This is an optimization exercise on Yosys and OpenROAD, whose aim is small area, a short achievable clock period and few clock cycles, not a production implementation.
The RTL was checked by simulation tests, not by an equivalence proof against the original design.
Power and IR drop assume default switching activity.

## design/flow/design.v

```verilog
`timescale 1ns/1ps
module radixconv (
    input  wire        clk,
    input  wire        rst,
    input  wire        host_valid,
    input  wire        host_we,
    input  wire        host_buf,
    input  wire [6:0]  host_addr,
    input  wire [15:0] host_wdata,
    output reg  [15:0] host_rdata
);
    localparam BUF_SIZE = 128;
    localparam [3:0] ERR_ILLEGAL = 4'd1;
    localparam [3:0] ERR_WIDTH   = 4'd2;
    localparam [3:0] ERR_BOUNDS  = 4'd3;
    localparam [3:0] ERR_OVERLAP = 4'd4;
    localparam [3:0] ERR_SYMBOL  = 4'd5;
    localparam [3:0] ERR_BUSY    = 4'd6;
    localparam [2:0] S_CHK   = 3'd0;    
    localparam [2:0] S_DIV   = 3'd1;    
    localparam [2:0] S_SET   = 3'd2;    
    localparam [2:0] S_CONV  = 3'd3;    
    localparam [2:0] S_ALPHA = 3'd4;    
    reg [8*BUF_SIZE-1:0] buf_mem;    
    reg [15:0] cmdl, srcaddr, srclen, dstaddr;
    reg [7:0]  dstlen;       
    reg        busy, done, err;
    reg [3:0]  errcode;
    reg [2:0]  state;
    reg [1:0]  div_cnt;
    reg [11:0] div_l;        
    reg [2:0]  div_r;        
    reg        m_inc;        
    reg        fwd;          
    reg        fip;          
    reg        skip;         
    reg [31:0] work;         
    reg [5:0]  wbits;        
    reg [7:0]  ins_left;     
    reg [6:0]  rp, wp;       
    reg [6:0]  wpn;          
    reg [31:0] cur, nxt;     
    reg [1:0]  prime;        
    reg        son;          
    reg [4:0]  pf;           
    reg        done_r;       
    reg        bad_r;        
    reg [4:0]  wi;           
    reg [4:0]  wq;           
    reg [6:0]  a_end;        
    reg        src_ok;       
    reg        dst_bad;      
    reg        ovl_bad;      
    reg [5:0]  c_t1, c_t2;   
    reg [5:0]  c_off;        
    reg        f_ge1, f_ge2;    
    reg        f_eqb, f_nz;     
    reg        f_fit1, f_fit2;  
    reg        f_idone;         
    reg        f_ige2;          
    wire [3:0] op  = cmdl[15:12];
    wire [3:0] a_w = cmdl[11:8];
    wire [3:0] b_w = cmdl[7:4];
    wire [5:0] c_b  = {2'd0, b_w};           
    wire [5:0] c_b2 = {1'b0, b_w, 1'b0};     
    wire       p_f = cmdl[3];
    reg  op_conv;        
    reg  op_conv_any;    
    reg  emit_part;      
    wire host_wr_reg  = host_valid &  host_we & ~host_buf;
    wire host_acc_buf = host_valid & host_buf;
    wire [15:0] w = host_wdata;
    wire wr_cmd     = host_wr_reg & (host_addr[2:0] == 3'd0);
    wire wr_srcaddr = host_wr_reg & (host_addr[2:0] == 3'd2);
    wire wr_srclen  = host_wr_reg & (host_addr[2:0] == 3'd3);
    wire wr_dstaddr = host_wr_reg & (host_addr[2:0] == 3'd4);
    wire wr_param   = wr_srcaddr | wr_srclen | wr_dstaddr;
    wire is_srst = wr_cmd & (w == 16'hF000);
    reg legal;
    always @* begin
        case (w[15:12])
            4'h0, 4'h4, 4'h5, 4'h6, 4'h7, 4'hF: legal = (w[11:0] == 12'h000);
            4'h1: legal = (w[3:0] == 4'h0);
            4'h2: legal = (w[2:0] == 3'h0);
            default: legal = 1'b0;
        endcase
    end
    wire busy_violation = busy & (host_acc_buf | wr_param | (wr_cmd & ~is_srst));
    wire cmd_illegal = wr_cmd & ~is_srst & ~err & ~busy & ~legal;
    wire cmd_accept  = wr_cmd & ~is_srst & ~err & ~busy & legal & (w != 16'h0000);
    wire       w_fwd = ~((w[15:12] == 4'h2) & (w[7:4] < w[11:8]));
    wire       w_fip = (w[15:12] == 4'h2) & w_fwd;
    wire [6:0] s_rp  = fwd ? srcaddr[6:0] : a_end;     
    wire [4:0]  eng_ridx = (state == S_CHK) ? s_rp[6:2] : op_conv_any ? pf : wi;
    wire [4:0]  ridx = busy ? eng_ridx : host_addr[6:2];
    wire [31:0] bwords [0:31];
    genvar gw;
    generate
        for (gw = 0; gw < 32; gw = gw + 1) begin : g_words
            assign bwords[gw] = buf_mem[32*gw +: 32];
        end
    endgenerate
    wire [31:0] rword = bwords[ridx];
    wire [7:0]  rlane [0:3];
    assign rlane[0] = rword[7:0];
    assign rlane[1] = rword[15:8];
    assign rlane[2] = rword[23:16];
    assign rlane[3] = rword[31:24];
    wire [7:0]  clane [0:3];
    assign clane[0] = cur[7:0];
    assign clane[1] = cur[15:8];
    assign clane[2] = cur[23:16];
    assign clane[3] = cur[31:24];
    wire [15:0] n_len = srclen;
    wire        n_zero = (n_len == 16'd0);
    wire        width_bad = (a_w == 4'd0) | (a_w > 4'd8) | (b_w == 4'd0) | (b_w > 4'd8);
    wire [16:0] src_end = {1'b0, srcaddr} + {1'b0, n_len};
    wire [10:0] m_len   = div_l[10:0] + {10'd0, m_inc};    
    wire [15:0] dbase   = op_conv ? dstaddr : srcaddr;
    wire [16:0] dst_end = {1'b0, dbase} + {6'd0, m_len};
    wire        dst_ok  = (m_len == 11'd0) | (dst_end <= BUF_SIZE);
    wire        overlap = op_conv & (m_len != 11'd0) &
                          ({1'b0, srcaddr} < dst_end) & ({1'b0, dstaddr} < src_end);
    function [3:0] div_step;    
        input [3:0] b;
        input [2:0] r;
        input       x;
        reg   [7:0] v;
        reg   [3:0] t;
        begin
            v = {b, r, x};
            t[0] = (v == 8'd33) |
                   (v == 8'd35) |
                   (v == 8'd49) |
                   (v == 8'd52) |
                   (v == 8'd65) |
                   (v == 8'd67) |
                   (v == 8'd69) |
                   (v == 8'd71) |
                   (v == 8'd81) |
                   (v == 8'd83) |
                   (v == 8'd86) |
                   (v == 8'd88) |
                   (v == 8'd97) |
                   (v == 8'd99) |
                   (v == 8'd101) |
                   (v == 8'd103) |
                   (v == 8'd105) |
                   (v == 8'd107) |
                   (v == 8'd113) |
                   (v == 8'd115) |
                   (v == 8'd117) |
                   (v == 8'd120) |
                   (v == 8'd122) |
                   (v == 8'd124) |
                   (v == 8'd129) |
                   (v == 8'd131) |
                   (v == 8'd133) |
                   (v == 8'd135) |
                   (v == 8'd137) |
                   (v == 8'd139) |
                   (v == 8'd141) |
                   (v == 8'd143);
            t[1] = (v == 8'd50) |
                   (v == 8'd53) |
                   (v == 8'd66) |
                   (v == 8'd67) |
                   (v == 8'd70) |
                   (v == 8'd71) |
                   (v == 8'd82) |
                   (v == 8'd83) |
                   (v == 8'd87) |
                   (v == 8'd88) |
                   (v == 8'd98) |
                   (v == 8'd99) |
                   (v == 8'd104) |
                   (v == 8'd105) |
                   (v == 8'd114) |
                   (v == 8'd115) |
                   (v == 8'd118) |
                   (v == 8'd121) |
                   (v == 8'd122) |
                   (v == 8'd125) |
                   (v == 8'd130) |
                   (v == 8'd131) |
                   (v == 8'd134) |
                   (v == 8'd135) |
                   (v == 8'd138) |
                   (v == 8'd139) |
                   (v == 8'd142) |
                   (v == 8'd143);
            t[2] = (v == 8'd84) |
                   (v == 8'd89) |
                   (v == 8'd100) |
                   (v == 8'd101) |
                   (v == 8'd106) |
                   (v == 8'd107) |
                   (v == 8'd116) |
                   (v == 8'd117) |
                   (v == 8'd118) |
                   (v == 8'd123) |
                   (v == 8'd124) |
                   (v == 8'd125) |
                   (v == 8'd132) |
                   (v == 8'd133) |
                   (v == 8'd134) |
                   (v == 8'd135) |
                   (v == 8'd140) |
                   (v == 8'd141) |
                   (v == 8'd142) |
                   (v == 8'd143);
            t[3] = (v == 8'd17) |
                   (v == 8'd34) |
                   (v == 8'd35) |
                   (v == 8'd51) |
                   (v == 8'd52) |
                   (v == 8'd53) |
                   (v == 8'd68) |
                   (v == 8'd69) |
                   (v == 8'd70) |
                   (v == 8'd71) |
                   (v == 8'd85) |
                   (v == 8'd86) |
                   (v == 8'd87) |
                   (v == 8'd88) |
                   (v == 8'd89) |
                   (v == 8'd102) |
                   (v == 8'd103) |
                   (v == 8'd104) |
                   (v == 8'd105) |
                   (v == 8'd106) |
                   (v == 8'd107) |
                   (v == 8'd119) |
                   (v == 8'd120) |
                   (v == 8'd121) |
                   (v == 8'd122) |
                   (v == 8'd123) |
                   (v == 8'd124) |
                   (v == 8'd125) |
                   (v == 8'd136) |
                   (v == 8'd137) |
                   (v == 8'd138) |
                   (v == 8'd139) |
                   (v == 8'd140) |
                   (v == 8'd141) |
                   (v == 8'd142) |
                   (v == 8'd143);
            div_step = t;
        end
    endfunction
    function [7:0] t_n2p32;
        input [4:0] v;
        reg   [7:0] t;
        begin
            t[0] = (v == 5'd0) |
                   (v == 5'd2) |
                   (v == 5'd4) |
                   (v == 5'd6) |
                   (v == 5'd8) |
                   (v == 5'd10) |
                   (v == 5'd12) |
                   (v == 5'd14) |
                   (v == 5'd16) |
                   (v == 5'd18) |
                   (v == 5'd20) |
                   (v == 5'd22) |
                   (v == 5'd24) |
                   (v == 5'd27) |
                   (v == 5'd29) |
                   (v == 5'd31);
            t[1] = (v == 5'd1) |
                   (v == 5'd2) |
                   (v == 5'd5) |
                   (v == 5'd6) |
                   (v == 5'd9) |
                   (v == 5'd10) |
                   (v == 5'd13) |
                   (v == 5'd14) |
                   (v == 5'd17) |
                   (v == 5'd18) |
                   (v == 5'd21) |
                   (v == 5'd22) |
                   (v == 5'd25) |
                   (v == 5'd26) |
                   (v == 5'd27) |
                   (v == 5'd30) |
                   (v == 5'd31);
            t[2] = (v == 5'd3) |
                   (v == 5'd4) |
                   (v == 5'd5) |
                   (v == 5'd6) |
                   (v == 5'd11) |
                   (v == 5'd12) |
                   (v == 5'd13) |
                   (v == 5'd14) |
                   (v == 5'd19) |
                   (v == 5'd20) |
                   (v == 5'd21) |
                   (v == 5'd22) |
                   (v == 5'd28) |
                   (v == 5'd29) |
                   (v == 5'd30) |
                   (v == 5'd31);
            t[3] = (v == 5'd7) |
                   (v == 5'd8) |
                   (v == 5'd9) |
                   (v == 5'd10) |
                   (v == 5'd11) |
                   (v == 5'd12) |
                   (v == 5'd13) |
                   (v == 5'd14) |
                   (v == 5'd23) |
                   (v == 5'd24) |
                   (v == 5'd25);
            t[4] = (v == 5'd15) |
                   (v == 5'd16) |
                   (v == 5'd17) |
                   (v == 5'd18) |
                   (v == 5'd19) |
                   (v == 5'd20) |
                   (v == 5'd21) |
                   (v == 5'd22) |
                   (v == 5'd23) |
                   (v == 5'd24) |
                   (v == 5'd25) |
                   (v == 5'd26) |
                   (v == 5'd27) |
                   (v == 5'd28) |
                   (v == 5'd29) |
                   (v == 5'd30) |
                   (v == 5'd31);
            t[5] = (v == 5'd0) |
                   (v == 5'd1) |
                   (v == 5'd2) |
                   (v == 5'd3) |
                   (v == 5'd4) |
                   (v == 5'd5) |
                   (v == 5'd6) |
                   (v == 5'd7) |
                   (v == 5'd8) |
                   (v == 5'd9) |
                   (v == 5'd10) |
                   (v == 5'd11) |
                   (v == 5'd12) |
                   (v == 5'd13) |
                   (v == 5'd14) |
                   (v == 5'd15) |
                   (v == 5'd16) |
                   (v == 5'd17) |
                   (v == 5'd18) |
                   (v == 5'd19) |
                   (v == 5'd20) |
                   (v == 5'd21) |
                   (v == 5'd22) |
                   (v == 5'd23) |
                   (v == 5'd24) |
                   (v == 5'd25) |
                   (v == 5'd26) |
                   (v == 5'd27) |
                   (v == 5'd28) |
                   (v == 5'd29) |
                   (v == 5'd30) |
                   (v == 5'd31);
            t[6] = (v == 5'd0) |
                   (v == 5'd1) |
                   (v == 5'd2) |
                   (v == 5'd3) |
                   (v == 5'd4) |
                   (v == 5'd5) |
                   (v == 5'd6) |
                   (v == 5'd7) |
                   (v == 5'd8) |
                   (v == 5'd9) |
                   (v == 5'd10) |
                   (v == 5'd11) |
                   (v == 5'd12) |
                   (v == 5'd13) |
                   (v == 5'd14) |
                   (v == 5'd15) |
                   (v == 5'd16) |
                   (v == 5'd17) |
                   (v == 5'd18) |
                   (v == 5'd19) |
                   (v == 5'd20) |
                   (v == 5'd21) |
                   (v == 5'd22) |
                   (v == 5'd23) |
                   (v == 5'd24) |
                   (v == 5'd25);
            t[7] = 1'b0;
            t_n2p32 = t;
        end
    endfunction
    function [7:0] t_p2n32;
        input [7:0] v;
        reg   [7:0] t;
        begin
            t[0] = (v == 8'd51) |
                   (v == 8'd53) |
                   (v == 8'd55) |
                   (v == 8'd98) |
                   (v == 8'd100) |
                   (v == 8'd102) |
                   (v == 8'd104) |
                   (v == 8'd106) |
                   (v == 8'd108) |
                   (v == 8'd110) |
                   (v == 8'd112) |
                   (v == 8'd114) |
                   (v == 8'd116) |
                   (v == 8'd118) |
                   (v == 8'd120) |
                   (v == 8'd122);
            t[1] = (v == 8'd50) |
                   (v == 8'd51) |
                   (v == 8'd54) |
                   (v == 8'd55) |
                   (v == 8'd99) |
                   (v == 8'd100) |
                   (v == 8'd103) |
                   (v == 8'd104) |
                   (v == 8'd107) |
                   (v == 8'd108) |
                   (v == 8'd111) |
                   (v == 8'd112) |
                   (v == 8'd115) |
                   (v == 8'd116) |
                   (v == 8'd119) |
                   (v == 8'd120);
            t[2] = (v == 8'd52) |
                   (v == 8'd53) |
                   (v == 8'd54) |
                   (v == 8'd55) |
                   (v == 8'd101) |
                   (v == 8'd102) |
                   (v == 8'd103) |
                   (v == 8'd104) |
                   (v == 8'd109) |
                   (v == 8'd110) |
                   (v == 8'd111) |
                   (v == 8'd112) |
                   (v == 8'd117) |
                   (v == 8'd118) |
                   (v == 8'd119) |
                   (v == 8'd120);
            t[3] = (v == 8'd50) |
                   (v == 8'd51) |
                   (v == 8'd52) |
                   (v == 8'd53) |
                   (v == 8'd54) |
                   (v == 8'd55) |
                   (v == 8'd105) |
                   (v == 8'd106) |
                   (v == 8'd107) |
                   (v == 8'd108) |
                   (v == 8'd109) |
                   (v == 8'd110) |
                   (v == 8'd111) |
                   (v == 8'd112) |
                   (v == 8'd121) |
                   (v == 8'd122);
            t[4] = (v == 8'd50) |
                   (v == 8'd51) |
                   (v == 8'd52) |
                   (v == 8'd53) |
                   (v == 8'd54) |
                   (v == 8'd55) |
                   (v == 8'd113) |
                   (v == 8'd114) |
                   (v == 8'd115) |
                   (v == 8'd116) |
                   (v == 8'd117) |
                   (v == 8'd118) |
                   (v == 8'd119) |
                   (v == 8'd120) |
                   (v == 8'd121) |
                   (v == 8'd122);
            t[5] = 1'b0;
            t[6] = 1'b0;
            t[7] = 1'b0;
            t_p2n32 = t;
        end
    endfunction
    function [7:0] t_n2p64;
        input [5:0] v;
        reg   [7:0] t;
        begin
            t[0] = (v == 6'd1) |
                   (v == 6'd3) |
                   (v == 6'd5) |
                   (v == 6'd7) |
                   (v == 6'd9) |
                   (v == 6'd11) |
                   (v == 6'd12) |
                   (v == 6'd14) |
                   (v == 6'd16) |
                   (v == 6'd18) |
                   (v == 6'd20) |
                   (v == 6'd22) |
                   (v == 6'd24) |
                   (v == 6'd26) |
                   (v == 6'd28) |
                   (v == 6'd30) |
                   (v == 6'd32) |
                   (v == 6'd34) |
                   (v == 6'd36) |
                   (v == 6'd38) |
                   (v == 6'd40) |
                   (v == 6'd42) |
                   (v == 6'd44) |
                   (v == 6'd46) |
                   (v == 6'd48) |
                   (v == 6'd50) |
                   (v == 6'd52) |
                   (v == 6'd54) |
                   (v == 6'd56) |
                   (v == 6'd58) |
                   (v == 6'd60) |
                   (v == 6'd62);
            t[1] = (v == 6'd4) |
                   (v == 6'd5) |
                   (v == 6'd8) |
                   (v == 6'd9) |
                   (v == 6'd13) |
                   (v == 6'd14) |
                   (v == 6'd17) |
                   (v == 6'd18) |
                   (v == 6'd21) |
                   (v == 6'd22) |
                   (v == 6'd25) |
                   (v == 6'd26) |
                   (v == 6'd29) |
                   (v == 6'd30) |
                   (v == 6'd33) |
                   (v == 6'd34) |
                   (v == 6'd37) |
                   (v == 6'd39) |
                   (v == 6'd40) |
                   (v == 6'd43) |
                   (v == 6'd44) |
                   (v == 6'd47) |
                   (v == 6'd48) |
                   (v == 6'd51) |
                   (v == 6'd52) |
                   (v == 6'd55) |
                   (v == 6'd56) |
                   (v == 6'd59) |
                   (v == 6'd60) |
                   (v == 6'd63);
            t[2] = (v == 6'd0) |
                   (v == 6'd1) |
                   (v == 6'd6) |
                   (v == 6'd7) |
                   (v == 6'd8) |
                   (v == 6'd9) |
                   (v == 6'd15) |
                   (v == 6'd16) |
                   (v == 6'd17) |
                   (v == 6'd18) |
                   (v == 6'd23) |
                   (v == 6'd24) |
                   (v == 6'd25) |
                   (v == 6'd26) |
                   (v == 6'd31) |
                   (v == 6'd32) |
                   (v == 6'd33) |
                   (v == 6'd34) |
                   (v == 6'd41) |
                   (v == 6'd42) |
                   (v == 6'd43) |
                   (v == 6'd44) |
                   (v == 6'd49) |
                   (v == 6'd50) |
                   (v == 6'd51) |
                   (v == 6'd52) |
                   (v == 6'd57) |
                   (v == 6'd58) |
                   (v == 6'd59) |
                   (v == 6'd60);
            t[3] = (v == 6'd0) |
                   (v == 6'd1) |
                   (v == 6'd10) |
                   (v == 6'd11) |
                   (v == 6'd19) |
                   (v == 6'd20) |
                   (v == 6'd21) |
                   (v == 6'd22) |
                   (v == 6'd23) |
                   (v == 6'd24) |
                   (v == 6'd25) |
                   (v == 6'd26) |
                   (v == 6'd35) |
                   (v == 6'd36) |
                   (v == 6'd37) |
                   (v == 6'd45) |
                   (v == 6'd46) |
                   (v == 6'd47) |
                   (v == 6'd48) |
                   (v == 6'd49) |
                   (v == 6'd50) |
                   (v == 6'd51) |
                   (v == 6'd52) |
                   (v == 6'd61) |
                   (v == 6'd62) |
                   (v == 6'd63);
            t[4] = (v == 6'd2) |
                   (v == 6'd3) |
                   (v == 6'd4) |
                   (v == 6'd5) |
                   (v == 6'd6) |
                   (v == 6'd7) |
                   (v == 6'd8) |
                   (v == 6'd9) |
                   (v == 6'd10) |
                   (v == 6'd11) |
                   (v == 6'd27) |
                   (v == 6'd28) |
                   (v == 6'd29) |
                   (v == 6'd30) |
                   (v == 6'd31) |
                   (v == 6'd32) |
                   (v == 6'd33) |
                   (v == 6'd34) |
                   (v == 6'd35) |
                   (v == 6'd36) |
                   (v == 6'd37) |
                   (v == 6'd53) |
                   (v == 6'd54) |
                   (v == 6'd55) |
                   (v == 6'd56) |
                   (v == 6'd57) |
                   (v == 6'd58) |
                   (v == 6'd59) |
                   (v == 6'd60) |
                   (v == 6'd61) |
                   (v == 6'd62) |
                   (v == 6'd63);
            t[5] = (v == 6'd0) |
                   (v == 6'd1) |
                   (v == 6'd2) |
                   (v == 6'd3) |
                   (v == 6'd4) |
                   (v == 6'd5) |
                   (v == 6'd6) |
                   (v == 6'd7) |
                   (v == 6'd8) |
                   (v == 6'd9) |
                   (v == 6'd10) |
                   (v == 6'd11) |
                   (v == 6'd38) |
                   (v == 6'd39) |
                   (v == 6'd40) |
                   (v == 6'd41) |
                   (v == 6'd42) |
                   (v == 6'd43) |
                   (v == 6'd44) |
                   (v == 6'd45) |
                   (v == 6'd46) |
                   (v == 6'd47) |
                   (v == 6'd48) |
                   (v == 6'd49) |
                   (v == 6'd50) |
                   (v == 6'd51) |
                   (v == 6'd52) |
                   (v == 6'd53) |
                   (v == 6'd54) |
                   (v == 6'd55) |
                   (v == 6'd56) |
                   (v == 6'd57) |
                   (v == 6'd58) |
                   (v == 6'd59) |
                   (v == 6'd60) |
                   (v == 6'd61) |
                   (v == 6'd62) |
                   (v == 6'd63);
            t[6] = (v == 6'd12) |
                   (v == 6'd13) |
                   (v == 6'd14) |
                   (v == 6'd15) |
                   (v == 6'd16) |
                   (v == 6'd17) |
                   (v == 6'd18) |
                   (v == 6'd19) |
                   (v == 6'd20) |
                   (v == 6'd21) |
                   (v == 6'd22) |
                   (v == 6'd23) |
                   (v == 6'd24) |
                   (v == 6'd25) |
                   (v == 6'd26) |
                   (v == 6'd27) |
                   (v == 6'd28) |
                   (v == 6'd29) |
                   (v == 6'd30) |
                   (v == 6'd31) |
                   (v == 6'd32) |
                   (v == 6'd33) |
                   (v == 6'd34) |
                   (v == 6'd35) |
                   (v == 6'd36) |
                   (v == 6'd37) |
                   (v == 6'd38) |
                   (v == 6'd39) |
                   (v == 6'd40) |
                   (v == 6'd41) |
                   (v == 6'd42) |
                   (v == 6'd43) |
                   (v == 6'd44) |
                   (v == 6'd45) |
                   (v == 6'd46) |
                   (v == 6'd47) |
                   (v == 6'd48) |
                   (v == 6'd49) |
                   (v == 6'd50) |
                   (v == 6'd51) |
                   (v == 6'd52) |
                   (v == 6'd53) |
                   (v == 6'd54) |
                   (v == 6'd55) |
                   (v == 6'd56) |
                   (v == 6'd57) |
                   (v == 6'd58) |
                   (v == 6'd59) |
                   (v == 6'd60) |
                   (v == 6'd61) |
                   (v == 6'd62) |
                   (v == 6'd63);
            t[7] = 1'b0;
            t_n2p64 = t;
        end
    endfunction
    function [7:0] t_p2n64;
        input [7:0] v;
        reg   [7:0] t;
        begin
            t[0] = (v == 8'd45) |
                   (v == 8'd49) |
                   (v == 8'd51) |
                   (v == 8'd53) |
                   (v == 8'd55) |
                   (v == 8'd57) |
                   (v == 8'd66) |
                   (v == 8'd68) |
                   (v == 8'd70) |
                   (v == 8'd72) |
                   (v == 8'd74) |
                   (v == 8'd76) |
                   (v == 8'd78) |
                   (v == 8'd80) |
                   (v == 8'd82) |
                   (v == 8'd84) |
                   (v == 8'd86) |
                   (v == 8'd88) |
                   (v == 8'd90) |
                   (v == 8'd98) |
                   (v == 8'd100) |
                   (v == 8'd102) |
                   (v == 8'd104) |
                   (v == 8'd106) |
                   (v == 8'd108) |
                   (v == 8'd110) |
                   (v == 8'd112) |
                   (v == 8'd114) |
                   (v == 8'd116) |
                   (v == 8'd118) |
                   (v == 8'd120) |
                   (v == 8'd122);
            t[1] = (v == 8'd48) |
                   (v == 8'd49) |
                   (v == 8'd52) |
                   (v == 8'd53) |
                   (v == 8'd56) |
                   (v == 8'd57) |
                   (v == 8'd67) |
                   (v == 8'd68) |
                   (v == 8'd71) |
                   (v == 8'd72) |
                   (v == 8'd75) |
                   (v == 8'd76) |
                   (v == 8'd79) |
                   (v == 8'd80) |
                   (v == 8'd83) |
                   (v == 8'd84) |
                   (v == 8'd87) |
                   (v == 8'd88) |
                   (v == 8'd97) |
                   (v == 8'd98) |
                   (v == 8'd101) |
                   (v == 8'd102) |
                   (v == 8'd105) |
                   (v == 8'd106) |
                   (v == 8'd109) |
                   (v == 8'd110) |
                   (v == 8'd113) |
                   (v == 8'd114) |
                   (v == 8'd117) |
                   (v == 8'd118) |
                   (v == 8'd121) |
                   (v == 8'd122);
            t[2] = (v == 8'd50) |
                   (v == 8'd51) |
                   (v == 8'd52) |
                   (v == 8'd53) |
                   (v == 8'd65) |
                   (v == 8'd66) |
                   (v == 8'd67) |
                   (v == 8'd68) |
                   (v == 8'd73) |
                   (v == 8'd74) |
                   (v == 8'd75) |
                   (v == 8'd76) |
                   (v == 8'd81) |
                   (v == 8'd82) |
                   (v == 8'd83) |
                   (v == 8'd84) |
                   (v == 8'd89) |
                   (v == 8'd90) |
                   (v == 8'd97) |
                   (v == 8'd98) |
                   (v == 8'd103) |
                   (v == 8'd104) |
                   (v == 8'd105) |
                   (v == 8'd106) |
                   (v == 8'd111) |
                   (v == 8'd112) |
                   (v == 8'd113) |
                   (v == 8'd114) |
                   (v == 8'd119) |
                   (v == 8'd120) |
                   (v == 8'd121) |
                   (v == 8'd122);
            t[3] = (v == 8'd54) |
                   (v == 8'd55) |
                   (v == 8'd56) |
                   (v == 8'd57) |
                   (v == 8'd65) |
                   (v == 8'd66) |
                   (v == 8'd67) |
                   (v == 8'd68) |
                   (v == 8'd77) |
                   (v == 8'd78) |
                   (v == 8'd79) |
                   (v == 8'd80) |
                   (v == 8'd81) |
                   (v == 8'd82) |
                   (v == 8'd83) |
                   (v == 8'd84) |
                   (v == 8'd99) |
                   (v == 8'd100) |
                   (v == 8'd101) |
                   (v == 8'd102) |
                   (v == 8'd103) |
                   (v == 8'd104) |
                   (v == 8'd105) |
                   (v == 8'd106) |
                   (v == 8'd115) |
                   (v == 8'd116) |
                   (v == 8'd117) |
                   (v == 8'd118) |
                   (v == 8'd119) |
                   (v == 8'd120) |
                   (v == 8'd121) |
                   (v == 8'd122);
            t[4] = (v == 8'd69) |
                   (v == 8'd70) |
                   (v == 8'd71) |
                   (v == 8'd72) |
                   (v == 8'd73) |
                   (v == 8'd74) |
                   (v == 8'd75) |
                   (v == 8'd76) |
                   (v == 8'd77) |
                   (v == 8'd78) |
                   (v == 8'd79) |
                   (v == 8'd80) |
                   (v == 8'd81) |
                   (v == 8'd82) |
                   (v == 8'd83) |
                   (v == 8'd84) |
                   (v == 8'd107) |
                   (v == 8'd108) |
                   (v == 8'd109) |
                   (v == 8'd110) |
                   (v == 8'd111) |
                   (v == 8'd112) |
                   (v == 8'd113) |
                   (v == 8'd114) |
                   (v == 8'd115) |
                   (v == 8'd116) |
                   (v == 8'd117) |
                   (v == 8'd118) |
                   (v == 8'd119) |
                   (v == 8'd120) |
                   (v == 8'd121) |
                   (v == 8'd122);
            t[5] = (v == 8'd85) |
                   (v == 8'd86) |
                   (v == 8'd87) |
                   (v == 8'd88) |
                   (v == 8'd89) |
                   (v == 8'd90) |
                   (v == 8'd97) |
                   (v == 8'd98) |
                   (v == 8'd99) |
                   (v == 8'd100) |
                   (v == 8'd101) |
                   (v == 8'd102) |
                   (v == 8'd103) |
                   (v == 8'd104) |
                   (v == 8'd105) |
                   (v == 8'd106) |
                   (v == 8'd107) |
                   (v == 8'd108) |
                   (v == 8'd109) |
                   (v == 8'd110) |
                   (v == 8'd111) |
                   (v == 8'd112) |
                   (v == 8'd113) |
                   (v == 8'd114) |
                   (v == 8'd115) |
                   (v == 8'd116) |
                   (v == 8'd117) |
                   (v == 8'd118) |
                   (v == 8'd119) |
                   (v == 8'd120) |
                   (v == 8'd121) |
                   (v == 8'd122);
            t[6] = 1'b0;
            t[7] = 1'b0;
            t_p2n64 = t;
        end
    endfunction
    function [8:0] alpha;    
        input [1:0] o;
        input [7:0] v;
        begin
            case (o)
                2'd0:    alpha = {|v[7:5], t_n2p32(v[4:0])};
                2'd1:    alpha = {1'b0,    t_p2n32(v)};
                2'd2:    alpha = {|v[7:6], t_n2p64(v[5:0])};
                default: alpha = {1'b0,    t_p2n64(v)};
            endcase
        end
    endfunction
    wire [3:0] dv1 = div_step(b_w, div_r,     div_l[11]);
    wire [3:0] dv2 = div_step(b_w, dv1[2:0],  div_l[10]);
    wire [3:0] dv3 = div_step(b_w, dv2[2:0],  div_l[9]);
    wire [11:0] q_nx = {div_l[8:0], dv1[3], dv2[3], dv3[3]};
    wire [2:0]  r_nx = dv3[2:0];
    wire [3:0] g_w = 4'd8 - b_w;                     
    wire [7:0] a_mask = ~(8'hFF << a_w);
    wire [7:0] b_mask = ~(8'hFF << b_w);
    wire [7:0] g_mask = ~(8'hFF << g_w);
    wire       primed    = (prime == 2'd2);
    wire       stream_on = son;
    wire [7:0] s0 = clane[rp[1:0]];
    wire [7:0] s1 = fwd ? ((rp[1:0] == 2'd3) ? nxt[7:0]   : clane[rp[1:0] + 2'd1])
                        : ((rp[1:0] == 2'd0) ? nxt[31:24] : clane[rp[1:0] - 2'd1]);
    wire       bad0 = |(s0 & ~a_mask);
    wire       bad1 = |(s1 & ~a_mask);
    wire [7:0] u0 = fwd ? s0 : {s0[0], s0[1], s0[2], s0[3], s0[4], s0[5], s0[6], s0[7]};
    wire [7:0] u1 = fwd ? s1 : {s1[0], s1[1], s1[2], s1[3], s1[4], s1[5], s1[6], s1[7]};
    wire       part_ok  = fwd & f_idone & emit_part;
    wire [1:0] k = ~stream_on ? 2'd0 :
                   f_ge2 ? 2'd2 :
                   f_ge1 ? ((part_ok & ~f_eqb) ? 2'd2 : 2'd1) :
                   ((part_ok & f_nz) ? 2'd1 : 2'd0);
    wire       k_part = part_ok & ~f_ge2;                 
    wire [5:0] wr0 = wbits;
    wire [5:0] wr1 = wbits - c_b;
    wire [5:0] wr2 = wbits - c_b2;
    wire [5:0] wrem = (k_part & (k != 2'd0)) ? 6'd0 :
                      (k == 2'd2) ? wr2 : (k == 2'd1) ? wr1 : wr0;
    wire [5:0] io0 = wbits + c_off;
    wire [5:0] io1 = io0 - c_b;
    wire [5:0] io2 = io0 - c_b2;
    wire [5:0] ins_off = (k_part & (k != 2'd0)) ? 6'd0 :
                         (k == 2'd2) ? io2 : (k == 2'd1) ? io1 : io0;
    wire [1:0] nin = ~stream_on ? 2'd0 :
                     (f_ige2 & f_fit2) ? 2'd2 :
                     (~f_idone & f_fit1) ? 2'd1 : 2'd0;
    wire       sym_bad = ((nin != 2'd0) & bad0) | ((nin == 2'd2) & bad1);
    wire [15:0] qin = {8'd0, u0} | ((nin == 2'd2) ? ({8'd0, u1} << a_w) : 16'd0);
    wire [5:0]  cons = (k == 2'd2) ? c_b2 : (k == 2'd1) ? c_b : 6'd0;
    wire [31:0] work_c = (work >> cons) & (fwd ? 32'hFFFFFFFF : ~{24'd0, g_mask});
    wire [31:0] work_nx = work_c | ((nin != 2'd0) ? ({16'd0, qin} << ins_off) : 32'd0);
    wire [5:0]  wbits_nx = wrem + ((nin == 2'd2) ? {1'b0, a_w, 1'b0} : (nin == 2'd1) ? {2'd0, a_w} : 6'd0);
    wire [7:0]  ins_nx = ins_left - {6'd0, nin};
    wire [6:0]  rp1 = fwd ? rp + 7'd1 : rp - 7'd1;
    wire [6:0]  rp2 = fwd ? rp + 7'd2 : rp - 7'd2;
    wire [6:0]  rp_nx = (nin == 2'd2) ? rp2 : (nin == 2'd1) ? rp1 : rp;
    wire        wcross = fwd ? (((nin == 2'd1) & (rp[1:0] == 2'd3)) | ((nin == 2'd2) & rp[1]))
                             : (((nin == 2'd1) & (rp[1:0] == 2'd0)) | ((nin == 2'd2) & ~rp[1]));
    wire [7:0] win0 = work[7:0];
    wire [7:0] win1 = work[b_w +: 8];
    wire [7:0] wm0  = win0 & ~g_mask;
    wire [7:0] wm1  = win1 & ~g_mask;
    wire [7:0] o0 = fwd ? (win0 & b_mask) : {wm0[0], wm0[1], wm0[2], wm0[3], wm0[4], wm0[5], wm0[6], wm0[7]};
    wire [7:0] o1 = fwd ? (win1 & b_mask) : {wm1[0], wm1[1], wm1[2], wm1[3], wm1[4], wm1[5], wm1[6], wm1[7]};
    wire       skip_now = skip & (k != 2'd0);
    wire       k1  = (k == 2'd1);
    wire       k2  = (k == 2'd2);
    wire       we0 = k2 | (k1 & ~skip);             
    wire       we1 = k2 & ~skip;                    
    wire [1:0] nw  = {we1, we0 & ~we1};
    wire [7:0] d0  = skip_now ? o1 : o0;
    wire [6:0] wp1 = wpn;
    wire [6:0] wp2 = fwd ? wp + 7'd2 : wp - 7'd2;
    wire [6:0] wp3 = fwd ? wp + 7'd3 : wp - 7'd3;
    wire [6:0] wp_nx  = (nw == 2'd2) ? wp2 : (nw == 2'd1) ? wp1 : wp;
    wire [6:0] wpn_nx = (nw == 2'd2) ? wp3 : (nw == 2'd1) ? wp2 : wpn;
    wire       n_idone = (ins_nx == 8'd0);
    wire       n_ge1   = (wbits_nx >= c_b);
    wire       n_nz    = (wbits_nx != 6'd0);
    wire       c_done  = n_idone & (fwd ? (~n_ge1 & (~emit_part | ~n_nz)) : ~n_nz);
    wire       a_lo_w = (wq == srcaddr[6:2]);
    wire       a_hi_w = (wq == a_end[6:2]);
    reg  [3:0] a_en;
    reg  [7:0] a_val [0:3];
    reg        a_bad;
    reg  [8:0] a_t;
    integer    li;
    always @* begin
        a_bad = 1'b0;
        for (li = 0; li < 4; li = li + 1) begin
            a_en[li] = (~a_lo_w | (li[1:0] >= srcaddr[1:0])) & (~a_hi_w | (li[1:0] <= a_end[1:0]));
            a_t = alpha(op[1:0], clane[li]);
            a_val[li] = a_t[7:0];
            if (a_en[li] & a_t[8]) a_bad = 1'b1;
        end
    end
    reg        eng_fault;
    reg [3:0]  eng_code;
    reg        eng_finish;
    reg [10:0] fin_len;
    reg [3:0]  eng_we;       
    reg [4:0]  eng_widx [0:3];
    reg [7:0]  eng_wd   [0:3];
    integer    ej;
    always @* begin
        eng_fault  = 1'b0;
        eng_code   = 4'd0;
        eng_finish = 1'b0;
        fin_len    = m_len;
        for (ej = 0; ej < 4; ej = ej + 1) begin
            eng_we[ej]   = 1'b0;
            eng_widx[ej] = wq;
            eng_wd[ej]   = a_val[ej];
        end
        if (op_conv_any) begin
            for (ej = 0; ej < 4; ej = ej + 1) begin
                if (wp1[1:0] == ej[1:0]) begin
                    eng_we[ej]   = we1;
                    eng_widx[ej] = wp1[6:2];
                    eng_wd[ej]   = o1;
                end else begin
                    eng_we[ej]   = we0 & (wp[1:0] == ej[1:0]);
                    eng_widx[ej] = wp[6:2];
                    eng_wd[ej]   = d0;
                end
            end
            if (bad_r) begin
                eng_fault = 1'b1;
                eng_code  = ERR_SYMBOL;
            end else begin
                case (state)
                    S_CHK: begin
                        if (width_bad) begin
                            eng_fault = 1'b1;
                            eng_code  = ERR_WIDTH;
                        end else if (!src_ok) begin
                            eng_fault = 1'b1;
                            eng_code  = ERR_BOUNDS;
                        end else if (n_zero) begin
                            eng_finish = 1'b1;
                            fin_len    = 11'd0;
                        end
                    end
                    S_CONV: begin
                        if (dst_bad) begin
                            eng_fault = 1'b1;
                            eng_code  = ERR_BOUNDS;
                        end else if (ovl_bad) begin
                            eng_fault = 1'b1;
                            eng_code  = ERR_OVERLAP;
                        end else if (done_r) begin
                            eng_finish = 1'b1;
                        end
                    end
                    default: ;
                endcase
            end
        end else begin
            if (state == S_CHK) begin
                if (!src_ok) begin
                    eng_fault = 1'b1;
                    eng_code  = ERR_BOUNDS;
                end else if (n_zero) begin
                    eng_finish = 1'b1;
                    fin_len    = 11'd0;
                end
            end else begin
                for (ej = 0; ej < 4; ej = ej + 1)
                    eng_we[ej] = a_en[ej];
                if (a_bad) begin
                    eng_fault = 1'b1;
                    eng_code  = ERR_SYMBOL;
                end else if (a_hi_w) begin
                    eng_finish = 1'b1;
                    fin_len    = n_len[10:0];
                end
            end
        end
        if (!busy) begin
            eng_fault  = 1'b0;
            eng_finish = 1'b0;
            for (ej = 0; ej < 4; ej = ej + 1) eng_we[ej] = 1'b0;
        end
    end
    wire host_buf_wr = host_valid & host_we & host_buf & ~busy;
    reg  [3:0] l_we;
    reg  [4:0] l_idx [0:3];
    reg  [7:0] l_wd  [0:3];
    integer    lj;
    always @* begin
        for (lj = 0; lj < 4; lj = lj + 1) begin
            if (busy) begin
                l_we[lj]  = eng_we[lj];
                l_idx[lj] = eng_widx[lj];
                l_wd[lj]  = eng_wd[lj];
            end else begin
                l_we[lj]  = host_buf_wr & (host_addr[1:0] == lj[1:0]);
                l_idx[lj] = host_addr[6:2];
                l_wd[lj]  = host_wdata[7:0];
            end
        end
    end
    genvar gb;
    generate
        for (gb = 0; gb < BUF_SIZE; gb = gb + 1) begin : g_buf
            always @(posedge clk) begin
                if (l_we[gb % 4] && l_idx[gb % 4] == (gb / 4))
                    buf_mem[8*gb +: 8] <= l_wd[gb % 4];
            end
        end
    endgenerate
    reg        busy_n, done_n, err_n;
    reg [3:0]  errcode_n;
    reg [7:0]  dstlen_n;
    always @* begin
        busy_n    = busy;
        done_n    = done;
        err_n     = err;
        errcode_n = errcode;
        dstlen_n  = dstlen;
        if (rst || is_srst) begin
            busy_n = 1'b0; done_n = 1'b0; err_n = 1'b0; errcode_n = 4'd0; dstlen_n = 8'd0;
        end else if (busy_violation) begin
            busy_n = 1'b0; done_n = 1'b0; err_n = 1'b1; errcode_n = ERR_BUSY;
        end else if (cmd_illegal) begin
            err_n = 1'b1; errcode_n = ERR_ILLEGAL; done_n = 1'b0;
        end else if (cmd_accept) begin
            busy_n = 1'b1; done_n = 1'b0;
        end else if (eng_fault) begin
            busy_n = 1'b0; err_n = 1'b1; errcode_n = eng_code;
        end else if (eng_finish) begin
            busy_n = 1'b0; done_n = 1'b1; dstlen_n = fin_len[7:0];
        end
    end
    wire        busy_e    = busy & ~eng_fault & ~eng_finish;
    wire        done_e    = eng_finish | done;
    wire        err_e     = eng_fault | err;
    wire [3:0]  errcode_e = eng_fault ? eng_code : errcode;
    wire [15:0] dstlen_e  = {8'd0, eng_finish ? fin_len[7:0] : dstlen};
    wire [15:0] status_e  = {8'h00, errcode_e, 1'b0, err_e, done_e, busy_e};
    reg [15:0] reg_rd;
    always @* begin
        case (host_addr[2:0])
            3'd0: reg_rd = cmdl;
            3'd1: reg_rd = status_e;
            3'd2: reg_rd = srcaddr;
            3'd3: reg_rd = srclen;
            3'd4: reg_rd = dstaddr;
            3'd5: reg_rd = dstlen_e;
            default: reg_rd = 16'h0000;
        endcase
    end
    always @(posedge clk) begin
        if (host_valid && !host_we)
            host_rdata <= host_buf ? {8'h00, rlane[host_addr[1:0]]} : reg_rd;
    end
    always @(posedge clk) begin
        busy    <= busy_n;
        done    <= done_n;
        err     <= err_n;
        errcode <= errcode_n;
        dstlen  <= dstlen_n;
        src_ok  <= n_zero | (src_end <= BUF_SIZE);
        a_end   <= srcaddr[6:0] + srclen[6:0] - 7'd1;
        if (rst || is_srst) begin
            cmdl    <= 16'h0000;
            srcaddr <= 16'h0000;
            srclen  <= 16'h0000;
            dstaddr <= 16'h0000;
        end else if (!busy_violation) begin
            if (wr_srcaddr) srcaddr <= w;
            if (wr_srclen)  srclen  <= w;
            if (wr_dstaddr) dstaddr <= w;
            if (cmd_accept) begin
                cmdl        <= w;
                op_conv     <= (w[15:12] == 4'h1);
                op_conv_any <= (w[15:12] == 4'h1) | (w[15:12] == 4'h2);
                emit_part   <= (w[15:12] == 4'h1) | w[3];
                state    <= S_CHK;
                fwd      <= w_fwd;
                fip      <= w_fip;
                done_r   <= 1'b0;
                son      <= 1'b0;
                bad_r    <= 1'b0;
                dst_bad  <= 1'b0;
                ovl_bad  <= 1'b0;
            end
        end
        if (busy) begin
            if (state == S_CHK) begin
                cur   <= rword;
                prime <= 2'd1;
                pf    <= fwd ? s_rp[6:2] + 5'd1 : s_rp[6:2] - 5'd1;
            end else if (op_conv_any) begin
                if (!primed) begin
                    if (prime == 2'd0) cur <= rword;
                    else               nxt <= rword;
                    prime <= prime + 2'd1;
                    pf    <= fwd ? pf + 5'd1 : pf - 5'd1;
                end else if (wcross) begin
                    cur <= nxt;
                    nxt <= rword;
                    pf  <= fwd ? pf + 5'd1 : pf - 5'd1;
                end
            end else begin
                cur <= rword;
            end
            if (stream_on) begin
                work     <= work_nx;
                wbits    <= wbits_nx;
                ins_left <= ins_nx;
                rp       <= rp_nx;
                wp       <= wp_nx;
                wpn      <= wpn_nx;
                f_ge1    <= n_ge1;
                f_ge2    <= (wbits_nx >= c_b2);
                f_eqb    <= (wbits_nx == c_b);
                f_nz     <= n_nz;
                f_fit1   <= (wbits_nx <= c_t1);
                f_fit2   <= (wbits_nx <= c_t2);
                f_idone  <= n_idone;
                f_ige2   <= (ins_nx >= 8'd2);
                if (k != 2'd0) skip <= 1'b0;
                done_r   <= c_done;
                bad_r    <= sym_bad;
            end
            case (state)
                S_CHK: begin
                    skip     <= 1'b0;
                    rp       <= s_rp;
                    wp       <= srcaddr[6:0];
                    wpn      <= srcaddr[6:0] + 7'd1;
                    work     <= 32'd0;
                    wbits    <= 6'd0;
                    ins_left <= srclen[7:0];
                    f_ge1    <= 1'b0;
                    f_ge2    <= 1'b0;
                    f_eqb    <= 1'b0;
                    f_nz     <= 1'b0;
                    f_fit1   <= 1'b1;
                    f_fit2   <= 1'b1;
                    f_idone  <= (srclen[7:0] == 8'd0);
                    f_ige2   <= (srclen[7:0] >= 8'd2);
                    wi      <= srcaddr[6:2] + 5'd1;
                    wq      <= srcaddr[6:2];
                    div_l   <= {4'd0, n_len[7:0]} * {8'd0, a_w};
                    div_r   <= 3'd0;
                    div_cnt <= 2'd0;
                    c_off   <= fwd ? 6'd0 : ({2'd0, a_w} - {2'd0, b_w});
                    c_t1    <= (fwd ? 6'd32 : 6'd24 + {2'd0, b_w}) - {2'd0, a_w};
                    c_t2    <= (fwd ? 6'd32 : 6'd24 + {2'd0, b_w}) - {1'b0, a_w, 1'b0};
                    state   <= op_conv_any ? S_DIV : S_ALPHA;
                end
                S_ALPHA: begin
                    wi <= wi + 5'd1;
                    wq <= wi;
                end
                S_DIV: begin
                    div_l   <= q_nx;
                    div_r   <= r_nx;
                    div_cnt <= div_cnt + 2'd1;
                    if (div_cnt == 2'd0) son <= fip;     
                    if (div_cnt == 2'd3) begin
                        m_inc <= emit_part & (r_nx != 3'd0);
                        state <= fip ? S_CONV : S_SET;
                    end
                end
                S_SET: begin
                    wbits <= (fwd | (div_r == 3'd0)) ? 6'd0 : (c_b - {3'd0, div_r});
                    f_nz  <= ~fwd & (div_r != 3'd0);
                    skip  <= ~fwd & ~p_f & (div_r != 3'd0);
                    dst_bad <= ~dst_ok;
                    ovl_bad <= overlap;
                    wp    <= fwd ? dbase[6:0] : (srcaddr[6:0] + m_len[6:0] - 7'd1);
                    wpn   <= fwd ? dbase[6:0] + 7'd1 : (srcaddr[6:0] + m_len[6:0] - 7'd2);
                    son   <= 1'b1;
                    state <= S_CONV;
                end
                default: ;
            endcase
        end
    end
endmodule
```

## design/flow/flow/run.sh

```bash
#!/bin/bash
# The standard layout (the standard.sh: ORFS synthesis to finish), with timing repair aimed at a
# setup margin of 5.5 ns and without gate cloning. The make output goes to flow.log; ORFS keeps each
# step's own log under orfs/logs/.
set -euo pipefail
bash standard.sh SETUP_SLACK_MARGIN=5.5 SKIP_GATE_CLONING=1 finish > flow.log 2>&1
```

## design/flow/standard.sh

```bash
#!/bin/bash
# synth_recipe.tcl (not shown) runs the flow's synth.tcl, then flattens the netlist and writes it again
# the make line also repeats each setting of config.mk as NAME=value (left out here)
make -C /OpenROAD-flow-scripts/flow DESIGN_CONFIG=/design/flow/config.mk WORK_HOME=/design/flow/orfs CLKGATE_MAP_FILE= SYNTH_SCRIPT=/design/flow/synth_recipe.tcl "${@:-finish}"
```

## design/flow/config.mk

```make
export PLATFORM = sky130hd
export DESIGN_NAME = radixconv
export DESIGN_NICKNAME = radixconv
export VERILOG_FILES = /design/flow/design.v
export SDC_FILE = /design/flow/constraint.sdc
export NUM_CORES = 4
export LEC_CHECK = 0
export CAP_MARGIN = 30
export CORE_MARGIN = 2
export CORE_UTILIZATION = 65
export CTS_BUF_LIST = sky130_fd_sc_hd__clkbuf_4
export SLEW_MARGIN = 30
```

## design/flow/constraint.sdc

```tcl
create_clock -name core_clock -period 10.0 [get_ports {clk}]
set_input_delay 2.0000 -clock core_clock [delete_from_list [all_inputs] [get_ports {clk}]]
set_output_delay 2.0000 -clock core_clock [all_outputs]
set_load 0.01 [all_outputs]
```

==> flow_metrics.env, run 1 <==
export IMPL_drtIter0Drc=11000
export IMPL_num_rows=120
export IMPL_final_max_slew_viol_count=0
export IMPL_setup_slack_ps=5180
export IMPL_cts_sinks=1327
export IMPL_hp_start="cmdl[2]$_SDFFE_PP0P_"
export IMPL_die_area_sq_um=111000
export IMPL_cp_end_kind="flip-flop"
export IMPL_synth_area_sq_um=70400
export IMPL_drtPass1Iterations=8
export IMPL_cts_root_buffer="clkbuf_4"
export IMPL_power_density_nw_per_um2=141
export IMPL_num_fill_cells=6988
export IMPL_syn_area_per_cell_sq_um=11.3
export IMPL_grt_max_degree=78
export IMPL_irDropWorstVdd_mv=0.149
export IMPL_period_share_pct=48.2
export IMPL_clock_skew_ps=133
export IMPL_rsz0062_at_grt="true"
export IMPL_numPortBuffers=43
export IMPL_antenna_found_initial=15
export IMPL_grt_first_pass_wirelength_um=371000
export IMPL_ys_seq_elements=1327
export IMPL_setup_viol=0
export IMPL_track_usage_pct=45.6
export IMPL_cts_clk_slew_worst_paths_ps=70
export IMPL_final_instance_count_excl_fill=8175
export IMPL_pin_count=44
export IMPL_synthArstFlopShare_pct=0
export IMPL_synth_edff_count=1232
export IMPL_cts_tree="built"
export IMPL_core_area_sq_um=107000
export IMPL_fmax_mhz=207
export IMPL_die_y_um=333
export IMPL_initial_core_util_pct=65.7
export IMPL_critPathLaunchType="input port"
export IMPL_syn_num_nets=6460
export IMPL_numCtsBuffers=341
export IMPL_synthCells=6213
export IMPL_yosysUniqueCellTypes=98
export IMPL_layout_min_cycle_time_ps=4820
export IMPL_hold_path_class="reg -> reg"
export IMPL_synth_xor_area_share_pct=1.99
export IMPL_synth_compound_area_share_pct=18.4
export IMPL_cp_arrival_ps=5700
export IMPL_synth_ff_type="edfxtp_1"
export IMPL_status="timing/DRC/antenna clean"
export IMPL_post_place_ws_ps=2830
export IMPL_viasPerCell=7.41
export IMPL_timing_rr_start="op_conv_any$_DFFE_PP_"
export IMPL_nets=6780
export IMPL_drcViolationCount=0
export IMPL_grt_pass1_vias=56000
export IMPL_maxSlewHeadroom_pct=25.7
export IMPL_yosysSeqAreaShare_pct=55.3
export IMPL_worst_slew_pin_slew_ps=1110
export IMPL_required_ps=10880
export IMPL_setup_tns_ps=0
export IMPL_clk_path_buf_depth=4
export IMPL_p_leak_nw=28.5
export IMPL_ys_warn_count=6
export IMPL_synthAdderAreaFrac_pct=4.23
export IMPL_hold_viol=0
export IMPL_overflow=0
export IMPL_worstPathMaxFanout=30
export IMPL_die_w_um=333
export IMPL_ant_nets=0
export IMPL_criticalPathCategory="in -> reg"
export IMPL_yosys_mux_area_fraction_pct=5.70
export IMPL_power_mw=11.4
export IMPL_synth_top_family_by_area="compound AO/OA/AOI/OAI gates"
export IMPL_syn_to_final_growth_pct=14.7
export IMPL_dp_final_hpwl_um=167000
export IMPL_gp_congestion=1.01
export IMPL_yosys_area_share_simple_pct=11.0
export IMPL_htreeDepth=5
export IMPL_max_cap_violations=0
export IMPL_wl_per_cell_um=32.6
export IMPL_placed_cells=7413
export IMPL_drive_above_1_share_pct=20.4
export IMPL_routed_wirelength_um=267000
export IMPL_vias=60600
export IMPL_startpoint="host_addr[5]"
export IMPL_insertion_delay_ps=1250
-- routing by layer --
metal	vias to the layer above	GRT usage (%)	share of wire (%)	wire length, um
met5	-	0.651	0.036	97
met4	12	29.3	8.3	22200
met3	1464	14.2	15	40600
met2	5811	68.6	43	116000
met1	28400	57.3	33	88000
li1	24900	-	-	-
-- worst max-delay path, stage by stage --
cell and delay (ps):
clkdlybuf4s15_1 330, nor2b_4 240, a31oi_4 350, buf_12 160
nor3_4 60, buf_6 260, a22o_1 330, a221oi_2 230
nand4_1 410, o32a_4 560, mux4_2 490, nand2_1 100
o21ai_1 70
-- cell usage after synthesis, types with 23 or more instances --
| library cell | count | share of area, % |
|---|---|---|
| a211oi_1 | 50 | 0.53 |
| a21o_1 | 69 | 0.74 |
| a21oi_1 | 377 | 2.7 |
| a221oi_1 | 187 | 2.3 |
| a22o_1 | 180 | 2.2 |
| a22oi_1 | 188 | 2.0 |
| a31oi_1 | 93 | 0.83 |
| and2_1 | 36 | 0.32 |
| buf_1 | 58 | 0.31 |
| buf_2 | 76 | 0.54 |
| clkbuf_1 | 277 | 1.5 |
| dfxtp_1 | 95 | 2.7 |
| edfxtp_1 | 1232 | 53 |
| fa_1 | 30 | 0.85 |
| ha_1 | 189 | 3.4 |
| inv_1 | 159 | 0.85 |
| mux2_2 | 76 | 1.2 |
| mux2i_1 | 223 | 3.2 |
| mux4_2 | 41 | 1.3 |
| nand2_1 | 501 | 2.7 |
| nand2b_1 | 41 | 0.36 |
| nand3_1 | 149 | 1.1 |
| nand4_1 | 80 | 0.71 |
| nor2_1 | 584 | 3.1 |
| nor2b_1 | 51 | 0.45 |
| nor3_1 | 110 | 0.78 |
| nor4_1 | 23 | 0.20 |
| o211ai_1 | 58 | 0.62 |
| o21a_1 | 24 | 0.26 |
| o21ai_0 | 295 | 2.1 |
| o21bai_1 | 25 | 0.27 |
| o22ai_1 | 56 | 0.50 |
| o31ai_1 | 25 | 0.27 |
| o32a_1 | 35 | 0.50 |
| xnor2_1 | 111 | 1.4 |
| xor2_1 | 49 | 0.61 |
-- placed cells by master, fill, tap and decap left out, types with 84 or more instances in the layout --
master,n
xnor2_1,105
clkbuf_4,487
ha_1,179
nand2_1,489
inv_1,151
a22o_1,180
mux2i_1,222
a22oi_1,182
nand3_1,146
a221oi_1,142
a21oi_1,359
o21ai_0,274
buf_4,270
edfxtp_1,1232
nor2_1,483
nor3_1,84
-- metrics by stage --
stage	util [%]	hold WS (ps)	area (sq um)
after global routing	75.3	498	80700
after detailed placement	68.3	465	73200
after CTS	73.5	475	78800
after floorplan	-	447	71100
final	75.3	481	80700
after global placement	68.0	457	72900
-- kinds of logic after synthesis --
logic type      Yosys count
buf+inv                 604
xor+xnor                160
simple gates           1699
compound gates         1863
flops                  1327
fa+ha+maj               220
mux                     340
-- final cells by class --
class                   instances  area (sq um)  share of cell area, %
flip-flops and latches       1327         38900                   48.2
multi-input cells            4282         31000                   38.4
repair buffers                403          4060                   5.03
clock buffers                 487          3660                   4.53
well taps                    1403          1760                   2.17
inverters                     178           698                  0.865
clock inverters                81           562                  0.696
diodes                         14          35.0                 0.0434
-- worst paths after layout --
kind	endpoint	slack [ps]	depth (start not counted)
setup / recovery	host_rdata[7]$_DFFE_PP_	5180	13
hold / removal	cmdl[2]$_SDFFE_PP0P_	480	1
setup reg to reg	host_rdata[7]$_DFFE_PP_	5300	16
hold reg to reg	cmdl[2]$_SDFFE_PP0P_	480	1
-- state kept, by name (all words and copies together), names as in the netlist, 5 cells and up --
register,count
dstaddr,16
wbits,6
c_off,5
wi,5
c_t1,6
c_t2,6
wp,7
cmdl,16
a_end,7
work,32
nxt,32
srclen,16
pf,5
div_l,12
wq,5
ins_left,8
srcaddr,16
dstlen,8
host_rdata,16
cur,32
wpn,7
buf_mem,1024
-- repair_timing --
action | CTS | global route
gates resized for setup | 173 | 188
setup endpoints to repair | 805 | 526
pin swaps | 34 | 57
setup buffers | 77 | 101
hold buffers | 0 | 0
-- power breakdown --
part | total, mW | switching, mW | internal (mW)
sequential | 6.07 | 0.00959 | 6.06
clock | 4.73 | 2.27 | 2.45
combinational | 0.587 | 0.399 | 0.189
Testbench counts, summed over its fixed seeds: cycles 30,579.
==> run 2: changes to the inputs <==
--- a/design/flow/config.mk
+++ b/design/flow/config.mk
@@ -9,3 +9,3 @@
 export CORE_MARGIN = 2
-export CORE_UTILIZATION = 65
+export CORE_UTILIZATION = 55
 export CTS_BUF_LIST = sky130_fd_sc_hd__clkbuf_4
==> run 2 against run 1 <==
Cell area shrank 0.70%. Via count shrank 3.0%. Combinational power shrank 9.0%. Global-route usage shrank 5.1 points. Clock-buffer cell count grew 1. Utilization shrank 12 points. Routed wire length grew 1.9%. Non-clock buffer count shrank 24. Area after synthesis is the same. Sequential share of layout area grew 0.33 points. Critical path type unchanged. Largest cell class unchanged. Highest routed layer unchanged.
==> flow_metrics.env, run 2 <==
export IMPL_antenna_found_initial=12
export IMPL_num_rows=131
export IMPL_die_y_um=362
export IMPL_worstPathMaxFanout=32
export IMPL_cts_clk_slew_worst_paths_ps=70
export IMPL_grt_pass1_vias=55300
export IMPL_ant_nets=0
export IMPL_yosys_top_cells_area="edfxtp_1, ha_1, mux2i_1"
export IMPL_max_cap_violations=0
export IMPL_wl_per_cell_um=32.4
export IMPL_die_area_sq_um=131000
export IMPL_routed_wirelength_um=272000
export IMPL_synth_ff_type="edfxtp_1"
export IMPL_startpoint="host_addr[3]"
export IMPL_layout_min_cycle_time_ps=4560
export IMPL_post_place_ws_ps=2820
export IMPL_htreeDepth=5
export IMPL_seqPwrFrac_pct=54.3
export IMPL_setup_viol=0
export IMPL_numCtsBuffers=353
export IMPL_viasPerCell=6.99
export IMPL_status="timing/DRC/antenna clean"
export IMPL_criticalPathCategory="in -> reg"
export IMPL_hold_buffers=0
export IMPL_pwr_share_clk_pct=40.9
export IMPL_timing_rr_start="op_conv$_DFFE_PP_"
export IMPL_power_mw=11.2
export IMPL_cts_sinks=1327
export IMPL_maxSlewHeadroom_pct=21.3
export IMPL_clk_path_buf_depth=4
export IMPL_core_area_sq_um=127000
export IMPL_track_usage_pct=40.4
export IMPL_setup_tns_ps=0
export IMPL_design_area_sq_um=80200
export IMPL_setup_slack_ps=5440
export IMPL_final_common_cell="edfxtp_1"
export IMPL_period_share_pct=45.6
export IMPL_hold_viol=0
export IMPL_drtPass1Iterations=9
export IMPL_syn_to_final_growth_pct=13.9
export IMPL_regMostFlops="buf_mem"
export IMPL_rsz0062_at_grt="true"
export IMPL_synthCells=6213
export IMPL_syn_area_per_cell_sq_um=11.3
export IMPL_synth_edff_count=1232
export IMPL_pin_count=44
export IMPL_die_w_um=362
export IMPL_power_density_nw_per_um2=140
export IMPL_final_max_slew_viol_count=0
export IMPL_hold_path_class="reg -> reg"
export IMPL_syn_num_nets=6460
export IMPL_largest_register_ffs=1024
export IMPL_ys_warn_count=6
export IMPL_cts_tree="built"
export IMPL_worst_slew_pin_slew_ps=1160
export IMPL_gp_congestion=0.977
export IMPL_nets=6768
export IMPL_num_fill_cells=10200
export IMPL_drtIter0Drc=8095
export IMPL_cp_end_kind="flip-flop"
export IMPL_synth_area_sq_um=70400
export IMPL_yosysMostFrequentCell="edfxtp_1"
export IMPL_regArea_sq_um=38900
export IMPL_required_ps=11000
export IMPL_placed_area_sq_um=73800
export IMPL_overflow=0
export IMPL_layout_common_cells="edfxtp_1, nor2_1, nand2_1"
export IMPL_power_switching_mw=2.63
export IMPL_synth_top_area_share_pct=52.6
export IMPL_grt_first_pass_wirelength_um=384000
export IMPL_clock_skew_ps=107
export IMPL_p_sw_share_pct=23.5
export IMPL_irDropWorstVdd_mv=0.128
export IMPL_synth_commonest_cells="edfxtp_1, nor2_1, nand2_1, a21oi_1, o21ai_0"
export IMPL_initial_core_util_pct=55.3
export IMPL_power_internal_mw=8.57
export IMPL_vias=58800
export IMPL_drcViolationCount=0
export IMPL_numPortBuffers=43
export IMPL_synth_top_area_cell="edfxtp_1"
export IMPL_synthArstFlopShare_pct=0
export IMPL_yosysUniqueCellTypes=98
export IMPL_critPathLaunchType="input port"
export IMPL_cp_arrival_ps=5550
export IMPL_p_leak_nw=28.2
export IMPL_yosysSeqAreaShare_pct=55.3
export IMPL_utilization_pct=63.0
export IMPL_multi_input_area_sq_um=30800
export IMPL_grt_max_degree=78
export IMPL_ys_seq_elements=1327
export IMPL_insertion_delay_ps=1350
export IMPL_fmax_mhz=220
export IMPL_dp_final_hpwl_um=179000
export IMPL_p_comb_share_pct=4.8
export IMPL_cts_root_buffer="clkbuf_4"
export IMPL_drive_above_1_share_pct=19.4
export IMPL_hp_start="cmdl[15]$_SDFFE_PP0P_"
==> run 2: cell types whose count changed in the layout (fill, tap and decap cells not counted), moves of 5 or more <==
cell       delta
buf_12       -24
nand2_4       +5
buf_6         +5
diode_2       -7
nand2_2       -7
o21ai_1       +6
nor2_4       -21
clkinv_1      +9
buf_4         -8
nor2_1       +19
bufinv_16     -5
o21ai_2       -5
==> run 2: through the flow <==
stage | hold slack, ps | cells
finish | 480 | 8406
CTS | 477 | 8351
global placement | 457 | 7706
floorplan | 447 | 6213
detailed placement | 466 | 7710
global route | 488 | 8405
==> run 2: logic make-up after synthesis <==
group           synth area share [%]
compound gates                  18.4
xor+xnor                        1.99
fa+ha+maj                       4.23
buf+inv                         3.46
flops                           55.3
mux                             5.70
simple gates                    11.0
==> run 2: power by group through the flow <==
stage	Combinational [mW]	Sequential (mW)	Clock, mW
global route	0.543	6.07	4.89
finish	0.534	6.08	4.58
detailed placement	0.471	6.20	0
global placement	0.465	6.20	0
floorplan	0.254	6.20	0
CTS	0.498	6.08	4.60
==> run 2: path summary, 6_finish.rpt <==
| check | end | slack [ps] | cells after the start |
|---|---|---|---|
| max | host_rdata[3]$_DFFE_PP_ | 5440 | 15 |
| min | cmdl[15]$_SDFFE_PP0P_ | 480 | 1 |
| max reg2reg | ovl_bad$_DFF_P_ | 5450 | 24 |
| min reg2reg | cmdl[15]$_SDFFE_PP0P_ | 480 | 1 |
==> run 2: final cells by class <==
cell class	count	share of cell area [%]
Clock inverter	83	0.531
Timing Repair Buffer	379	4.51
Clock buffer	488	4.57
Sequential cell	1327	48.6
Inverter	178	0.865
Antenna cell	7	0.0218
Multi-Input combinational cell	4282	38.4
Tap cell	1662	2.59
==> run 2: per-layer routing <==
layer / GRT usage, % / wire [um] / share of wire (%)
met1: 52.5 / 100000 / 37
met2: 62.6 / 123000 / 45
met3: 10.3 / 32700 / 12
met4: 21.5 / 16600 / 6.1
met5: 0 / 81 / 0.030
==> run 2: timing repair <==
item,in CTS,in global routing
setup buffers,70,46
resized for setup,181,98
setup endpoints to repair,1085,309
pin swaps,30,25
gates cloned,0,0
==> run 2: critical path: stages <==
cell and delay (ps):
dlygate4sd2_1 290, nor2b_2 180, buf_6 170, a31oi_2 160
buf_6 170, or2_4 220, nor3_2 80, buf_12 190
a22o_1 310, a221oi_1 210, nand4_1 360, o32a_4 520
mux4_2 460, nand2_1 80, o21ai_1 60
==> run 3: changes to the inputs <==
--- a/design/flow/config.mk
+++ b/design/flow/config.mk
@@ -11,2 +11,4 @@
 export CTS_BUF_LIST = sky130_fd_sc_hd__clkbuf_4
+export CTS_CLUSTER_DIAMETER = 50
+export CTS_CLUSTER_SIZE = 8
 export SLEW_MARGIN = 30
==> run 3 against run 2 <==
Critical endpoint unchanged. Utilization fell by 1.2 points. Clock skew fell by 22 ps. Worst setup slack worse by 32 ps. Routed wire length shrank 0.11%. Critical path type unchanged. Die area is the same. Power decreased by 13%. Largest power group unchanged.
==> flow_metrics.env, run 3 <==
export IMPL_ant_nets=0
export IMPL_dp_final_hpwl_um=179000
export IMPL_grt_first_pass_wirelength_um=383000
export IMPL_yosysSeqAreaShare_pct=55.3
export IMPL_placed_area_sq_um=73800
export IMPL_irDropWorstVdd_mv=0.154
export IMPL_worstPathMaxFanout=16
export IMPL_status="timing/DRC/antenna clean"
export IMPL_drtIter0Drc=8154
export IMPL_pin_count=44
export IMPL_ys_warn_count=6
export IMPL_p_leak_nw=27.2
export IMPL_clock_skew_ps=84.8
export IMPL_final_common_cell="edfxtp_1"
export IMPL_drtPass1Iterations=8
export IMPL_required_ps=10960
export IMPL_syn_to_final_growth_pct=11.8
export IMPL_cts_sinks=1327
export IMPL_overflow=0
export IMPL_ys_seq_elements=1327
export IMPL_cp_arrival_ps=5550
export IMPL_grt_pass1_vias=54200
export IMPL_initial_core_util_pct=55.3
export IMPL_numCtsBuffers=198
export IMPL_cts_root_buffer="clkbuf_4"
export IMPL_worst_slew_pin_slew_ps=1020
export IMPL_synth_top_area_share_pct=52.6
export IMPL_hold_buffers=0
export IMPL_synth_ff_type="edfxtp_1"
export IMPL_vias=57800
export IMPL_synth_area_sq_um=70400
export IMPL_fmax_mhz=218
export IMPL_syn_area_per_cell_sq_um=11.3
export IMPL_cts_tree="built"
export IMPL_yosysUniqueCellTypes=98
export IMPL_setup_viol=0
export IMPL_largest_register_ffs=1024
export IMPL_design_area_sq_um=78700
export IMPL_nets=6640
export IMPL_synthCells=6213
export IMPL_max_cap_violations=0
export IMPL_core_area_sq_um=127000
export IMPL_final_max_slew_viol_count=0
export IMPL_rsz0062_at_grt="true"
export IMPL_drive_above_1_share_pct=17.2
export IMPL_regMostFlops="buf_mem"
export IMPL_layout_min_cycle_time_ps=4590
export IMPL_track_usage_pct=40.4
export IMPL_critPathLaunchType="input port"
export IMPL_synth_top_area_cell="edfxtp_1"
export IMPL_routed_wirelength_um=272000
export IMPL_period_share_pct=45.9
export IMPL_die_w_um=362
export IMPL_hold_path_class="reg -> reg"
export IMPL_antenna_found_initial=6
export IMPL_die_area_sq_um=131000
export IMPL_insertion_delay_ps=1290
export IMPL_drcViolationCount=0
export IMPL_synth_commonest_cells="edfxtp_1, nor2_1, nand2_1, a21oi_1, o21ai_0"
export IMPL_synth_edff_count=1232
export IMPL_hold_viol=0
export IMPL_setup_tns_ps=0
export IMPL_wl_per_cell_um=33.4
export IMPL_htreeDepth=4
export IMPL_power_density_nw_per_um2=124
export IMPL_cts_clk_slew_worst_paths_ps=100
export IMPL_maxSlewHeadroom_pct=31.8
export IMPL_synthArstFlopShare_pct=0
export IMPL_gp_congestion=0.977
export IMPL_viasPerCell=7.12
export IMPL_criticalPathCategory="in -> reg"
export IMPL_die_y_um=362
export IMPL_grt_max_degree=78
export IMPL_clk_path_buf_depth=3
export IMPL_cp_end_kind="flip-flop"
export IMPL_yosys_top_cells_area="edfxtp_1, ha_1, mux2i_1"
export IMPL_yosysMostFrequentCell="edfxtp_1"
export IMPL_num_rows=131
export IMPL_layout_common_cells="edfxtp_1, nor2_1, nand2_1"
export IMPL_syn_num_nets=6460
export IMPL_numPortBuffers=43
## run 3: kinds of logic after synthesis
| group | synth area share, % |
|---|---|
| and+or+nand+nor | 11.0 |
| muxes | 5.70 |
| xor gates and xnor gates | 1.99 |
| DFF | 55.3 |
| buffers and inverters | 3.46 |
| AOI/OAI and AO/OA | 18.4 |
| adders and majority gates | 4.23 |
## run 3: timing repair
| item | CTS | global route |
|---|---|---|
| endpoints found under the setup margin | 1127 | 452 |
| buffers inserted | 80 | 64 |
| pin swaps | 37 | 42 |
| gates cloned | 0 | 0 |
| resized for setup | 227 | 101 |
## run 3: worst paths after layout
check                               start  slack [ps]  depth (start not counted)                      end
setup / recovery             host_addr[6]        5410                         16  host_rdata[3]$_DFFE_PP_
hold / removal     dstlen[3]$_SDFFE_PP0P_         480                          2   dstlen[3]$_SDFFE_PP0P_
setup reg to reg  srcaddr[0]$_SDFFE_PP0P_        5440                         23          ovl_bad$_DFF_P_
hold reg to reg    dstlen[3]$_SDFFE_PP0P_         480                          2   dstlen[3]$_SDFFE_PP0P_
## run 3: routing by layer
layer	up-vias	share of wire (%)	track usage, %
met4	2	6.2	21.3
li1	24400	-	-
met3	841	12	9.39
met2	4311	45	62.7
met5	-	0.0040	0
met1	28300	37	53.1
## run 3: metrics by stage
stage / power, mW / hold slack [ps] / util [%] / worst slack (ps) / instances
2_1_floorplan: 6.45 / 447 / - / 5340 / 6213
3_3_place_gp: 6.66 / 457 / 57.7 / 2880 / 7706
3_5_place_dp: 6.67 / 466 / 57.9 / 2820 / 7710
4_1_cts: 9.76 / 481 / 60.9 / 5450 / 8051
5_1_grt: 10.0 / 497 / 61.8 / 5280 / 8124
6_report: 9.77 / 485 / 61.8 / 5410 / 8126
## run 3: critical path, cell delays in order
cell and delay [ps]:
dlygate4sd2_1 280, nor2b_1 150, buf_6 170, a31oi_4 250
nand2b_4 250, buf_12 130, buf_4 110, nor2_4 60
buf_12 180, a22o_1 200, a221oi_2 220, nand4_1 350
o32a_4 480, mux4_2 510, nand2_1 80, o21ai_1 70
## run 3: final cells by class
cell class / count / area, sq um
repair buffers: 406 / 3970
multi-input cells: 4282 / 30900
fillers: 10200 / 48700
well taps: 1662 / 2080
flip-flops and latches: 1327 / 38900
clock buffers: 217 / 1630
diodes: 10 / 25.0
clock inverters: 44 / 462
inverters: 178 / 689
## run 3: report_power, final
| group | switching, mW | internal (mW) | total [mW] | leakage, nW |
|---|---|---|---|---|
| clock network | 1.96 | 1.20 | 3.16 | 1.21 |
| registers | 0.0123 | 6.06 | 6.07 | 11.8 |
| logic | 0.369 | 0.178 | 0.547 | 14.2 |
| total | 2.34 | 7.43 | 9.77 | 27.2 |

Check on run 3: ideal ports give 5.413 ns setup slack; a clkbuf_16 on the clock port and buf_2 on the inputs give 5.437 ns; moving port delays by the midpoint clock arrival (1.314 ns) as well gives 4.150 ns.
